Source: an optimization exercise on an open RTL-to-GDS flow (aim: small area, a short achievable clock period and few clock cycles). Production flows keep margins and buffers that such runs may drop. RTL that was checked went through simulation tests only; none was proved equivalent to the original.

Design codex32_cks, start of the top module:
module codex32_cks (
    input  wire        clk,
    input  wire        rst,
    input  wire        cmd_valid,
    output wire        cmd_ready,
    input  wire [15:0] cmd_word,
    input  wire        cmd_empty,
    input  wire        in_valid,
    output wire        in_ready,
    input  wire [7:0]  in_data,
    input  wire        in_last,
    output wire        out_valid,
    input  wire        out_ready,
    output wire [7:0]  out_data,
    output wire        out_last,
    output wire [3:0]  out_status
);
    localparam [64:0] GS0 = 65'h19dc500ce73fde210;
    localparam [64:0] GS1 = 65'h1bfae00def77fe529;
    localparam [64:0] GS2 = 65'h1fbd920fffe7bee52;
    localparam [64:0] GS3 = 65'h1739640bdeee3fdad;
    localparam [64:0] GS4 = 65'h07729a039cfc75f5a;
    localparam [64:0] TS  = 65'h10ce0795c2fd1e62a;
    localparam [64:0] IS  = 65'h23181b3;
    localparam [64:0] IAS = 65'h11899c7f0c7127e48;    
    localparam [74:0] GL0 = 75'h3d59d273535ea62d897;
    localparam [74:0] GL1 = 75'h7a9becb6361c6c51507;
    localparam [74:0] GL2 = 75'h543f9b7e6c38d8a2a0e;
    localparam [74:0] GL3 = 75'h0c577eaeccf1990d13c;
    localparam [74:0] GL4 = 75'h1887f74f8dc71b10651;
    localparam [74:0] TL  = 75'h43381e570bf4798ab26;
    localparam [74:0] IL  = 75'h23181b3;
    localparam [74:0] IAL = 75'h6f4b3a330a74687026c;   
    localparam [1:0] OP_PMODS  = 2'd0;
    localparam [1:0] OP_PMODL  = 2'd1;
  ...
For scale: ~830 cells after synthesis, roughly 190 flip-flops, roughly 47 I/O pins, ~9900 um^2 of cells after synthesis.
make LEC_CHECK=0 CAP_MARGIN=20 CORE_MARGIN=2 CORE_UTILIZATION=60 SETUP_SLACK_MARGIN=2.0 SLEW_MARGIN=20 finish   # period 4.0 ns
run.sh (not shown) runs the stock make flow with config.mk's settings and CLKGATE_MAP_FILE= SYNTH_SCRIPT=/design/flow/synth_recipe.tcl, a recipe that flattens the netlist after the stock synthesis.
The first run completed without violations.
Then changed:
--- a/flow/design.v
+++ b/flow/design.v
@@ -29,24 +29,20 @@
     localparam [74:0] GL3 = 75'h0c577eaeccf1990d13c;
     localparam [74:0] GL4 = 75'h1887f74f8dc71b10651;
     localparam [74:0] TL  = 75'h43381e570bf4798ab26;
     localparam [74:0] IL  = 75'h23181b3;
     localparam [74:0] IAL = 75'h6f4b3a330a74687026c;   
     localparam [1:0] OP_PMODS  = 2'd0;
     localparam [1:0] OP_PMODL  = 2'd1;
     localparam [1:0] OP_CKSUM  = 2'd2;
     localparam [1:0] OP_VERIFY = 2'd3;
     reg         cr;           
-    reg         sv;           
-    reg  [1:0]  s_op;
-    reg         s_aug, s_ill, s_emp;
-    reg         fr;           
     reg         ir;           
     reg         cur;          
     reg         fin;          
     reg         crd;          
     reg         efin;         
     reg         pv;           
     reg  [4:0]  psym;
     reg         pbig;         
     reg         plast;
     reg  [4:0]  sh;           
@@ -63,21 +59,20 @@
     reg  [1:0]  ost;
     reg  [3:0]  nx;           
     reg         rlong;        
     reg         rone;         
     wire dec_legal = (cmd_word == 16'h4000) || (cmd_word == 16'h4001) ||
                      (cmd_word == 16'h5000) || (cmd_word == 16'h6000);
     wire [1:0] dec_op = cmd_word[13] ? OP_VERIFY :
                         cmd_word[12] ? OP_CKSUM  :
                         cmd_word[0]  ? OP_PMODL  : OP_PMODS;
     wire cmd_fire = cmd_valid && cr;
-    wire start    = sv && fr;                 
     wire in_fire  = in_valid  && ir;
     wire out_fire = ov && out_ready;
     wire pe       = pv && cur;                
     wire [4:0]  slo    = psym & {5{pe & ~aug}};
     wire [4:0]  fs     = res_s[64:60] ^ sh;
     wire [4:0]  fl     = res_l[74:70] ^ sh;
     wire [64:0] step_s = {res_s[59:0], slo}
                        ^ (GS0 & {65{fs[0]}}) ^ (GS1 & {65{fs[1]}}) ^ (GS2 & {65{fs[2]}})
                        ^ (GS3 & {65{fs[3]}}) ^ (GS4 & {65{fs[4]}});
     wire [74:0] step_l = {res_l[69:0], slo}
@@ -122,61 +117,55 @@
                      | ({5{nx == 4'd12}} & 5'd10);
     wire [4:0] tgt   = rlong ? tgt_l : tgt_s;
     wire [4:0] src_s = fin ? res_s[64:60] : res_s[59:55];
     wire [4:0] src_l = fin ? res_l[74:70] : res_l[69:65];
     wire [4:0] grp   = (rlong ? src_l : src_s) ^ (tgt & {5{aug}});
     wire       nlast = rlong ? (nx == 4'd14) : (nx == 4'd12);
     wire       adv   = out_fire && !olast;       
     wire       r_en  = pe || adv;
     wire       last_pe  = pe && plast;
     wire       ov_next  = fin_go || (ov && !(out_fire && olast));
-    wire       early_fr = last_pe && k_one && !ov_next;
+    wire       early_cr = last_pe && k_one && !ov_next;
     wire       pv_next  = in_fire || (pv && !pe);
-    wire       cur_next = (cur && !last_pe) || (start && !s_emp);
+    wire       cur_next = (cur && !last_pe) || (cmd_fire && !cmd_empty);
     wire       om       = (fin && !rone) || (ov && !olast);
     wire       ld       = fin_go || adv;         
     wire       clr      = nlast || (fin && rone);
     wire [4:0] od_new   = (fin && rone) ? {4'd0, vok} : grp;
     wire [4:0] psym_nx  = in_fire ? in_data[4:0] : psym;
-    wire       aug_nx   = start ? s_aug : aug;
+    wire       aug_nx   = cmd_fire ? cmd_word[12] : aug;
     wire [4:0] top_r    = rlong ? res_l[74:70] : res_s[64:60];
     wire [4:0] sec_r    = rlong ? res_l[69:65] : res_s[59:55];
     assign cmd_ready  = cr;
     assign in_ready   = ir;
     assign out_valid  = ov;
     assign out_data   = {3'b000, od};
     assign out_last   = olast;
     assign out_status = {2'b00, ost};
     always @(posedge clk) begin
-        if (start) begin
-            res_s <= s_aug ? IAS : IS;
-            res_l <= s_aug ? IAL : IL;
+        if (cmd_fire) begin
+            res_s <= cmd_word[12] ? IAS : IS;
+            res_l <= cmd_word[12] ? IAL : IL;
         end else if (r_en) begin
             res_s <= step_s;
             res_l <= step_l;
         end
         if (!om)
             sh <= psym_nx & {5{aug_nx}};
         else if (adv)
             sh <= sec_r;
         else
             sh <= top_r;
         if (cmd_fire) begin
-            s_op  <= dec_op;
-            s_aug <= cmd_word[12];
-            s_ill <= !dec_legal;
-            s_emp <= cmd_empty;
-        end
-        if (start) begin
-            op  <= s_op;
-            aug <= s_aug;
-            ill <= s_ill;
+            op  <= dec_op;
+            aug <= cmd_word[12];
+            ill <= !dec_legal;
             bad <= 1'b0;
             len <= 7'd0;
         end else if (pe) begin
             bad <= nbad;
             if (!(len[6] & len[5]))
                 len <= len + 7'd1;
         end
         if (in_fire) begin
             psym  <= in_data[4:0];
             pbig  <= |in_data[7:5];
@@ -190,42 +179,38 @@
             rone  <= e_one;
         end
         if (fin_go)
             ost <= ill ? 2'd1 : (bad ? 2'd2 : 2'd0);
         if (ld) begin
             od    <= od_new;
             olast <= clr;
         end
         if (rst) begin
             cr  <= 1'b1;
-            sv  <= 1'b0;
-            fr  <= 1'b1;
             ir  <= 1'b1;
             cur <= 1'b0;
             fin <= 1'b0;
             crd <= 1'b0;
             efin <= 1'b0;
             pv  <= 1'b0;
             ov  <= 1'b0;
             nx  <= 4'd0;
         end else begin
             pv  <= pv_next;
             cur <= cur_next;
             ir  <= !pv_next || cur_next;
-            efin <= start && s_emp;
-            sv   <= (sv && !start) || cmd_fire;
-            cr   <= !((sv && !start) || cmd_fire);
+            efin <= cmd_fire && cmd_empty;
             fin <= last_pe || efin || (fin && !fin_go);
             ov  <= ov_next;
-            if (early_fr)
+            if (early_cr)
                 crd <= 1'b1;
             else if (fin_go)
                 crd <= 1'b0;
-            if (early_fr || (fin_go && rone && !crd) || (adv && nlast))
-                fr <= 1'b1;
-            else if (start)
-                fr <= 1'b0;
+            if (early_cr || (fin_go && rone && !crd) || (adv && nlast))
+                cr <= 1'b1;
+            else if (cmd_fire)
+                cr <= 1'b0;
             if (ld)
                 nx <= clr ? 4'd0 : nx + 4'd1;
         end
     end
 endmodule
The changed run went through all stages and came out clean.
Worst setup slack improves by 0.12 ns.
Global-route usage climbs by 1.9 points.
Fmax grows by about 6%.
Wire length grows by 4.9%.
Die area shrinks by about 1.2%.
Sequential share of layout area fell by 1.7 points.
Final cell count stays flat.
Register-to-register slack is better by 0.12 ns.
Testbench counts after the change, summed over its fixed seeds: cycles 29,847.
For the first run of this note, only the layout was checked, not whether the RTL still works.

[what the ideal ports hide]
No port has a modelled driver above. Below, the same layouts with a new extraction and two added sets of constraints.
Step 1, drivers: a clkbuf_16 drives clk and a buf_2 each remaining input, both assumed.
Step 2 also shifts input and output timing later by t, the mid clock arrival at the registers, as if the neighbouring blocks saw the same clock.
Three values: ideal ports, drivers, drivers and shift; two values: the first two.
run | shift t [ns] | slack for setup (ns) | worst setup path after step 2 | slew at the worst register clock pin (ns)
the first run | 0.482 | 1.710 / 1.710 / 1.551 | input to register | 0.08 / 0.08
the second run | 0.488 | 1.834 / 1.834 / 1.528 | input to register | 0.07 / 0.07
After both steps setup and hold are still met in every run listed. For the second run, which loses most, drivers alone change the setup slack by 0.000 ns; drivers and shift together by -0.306 ns.
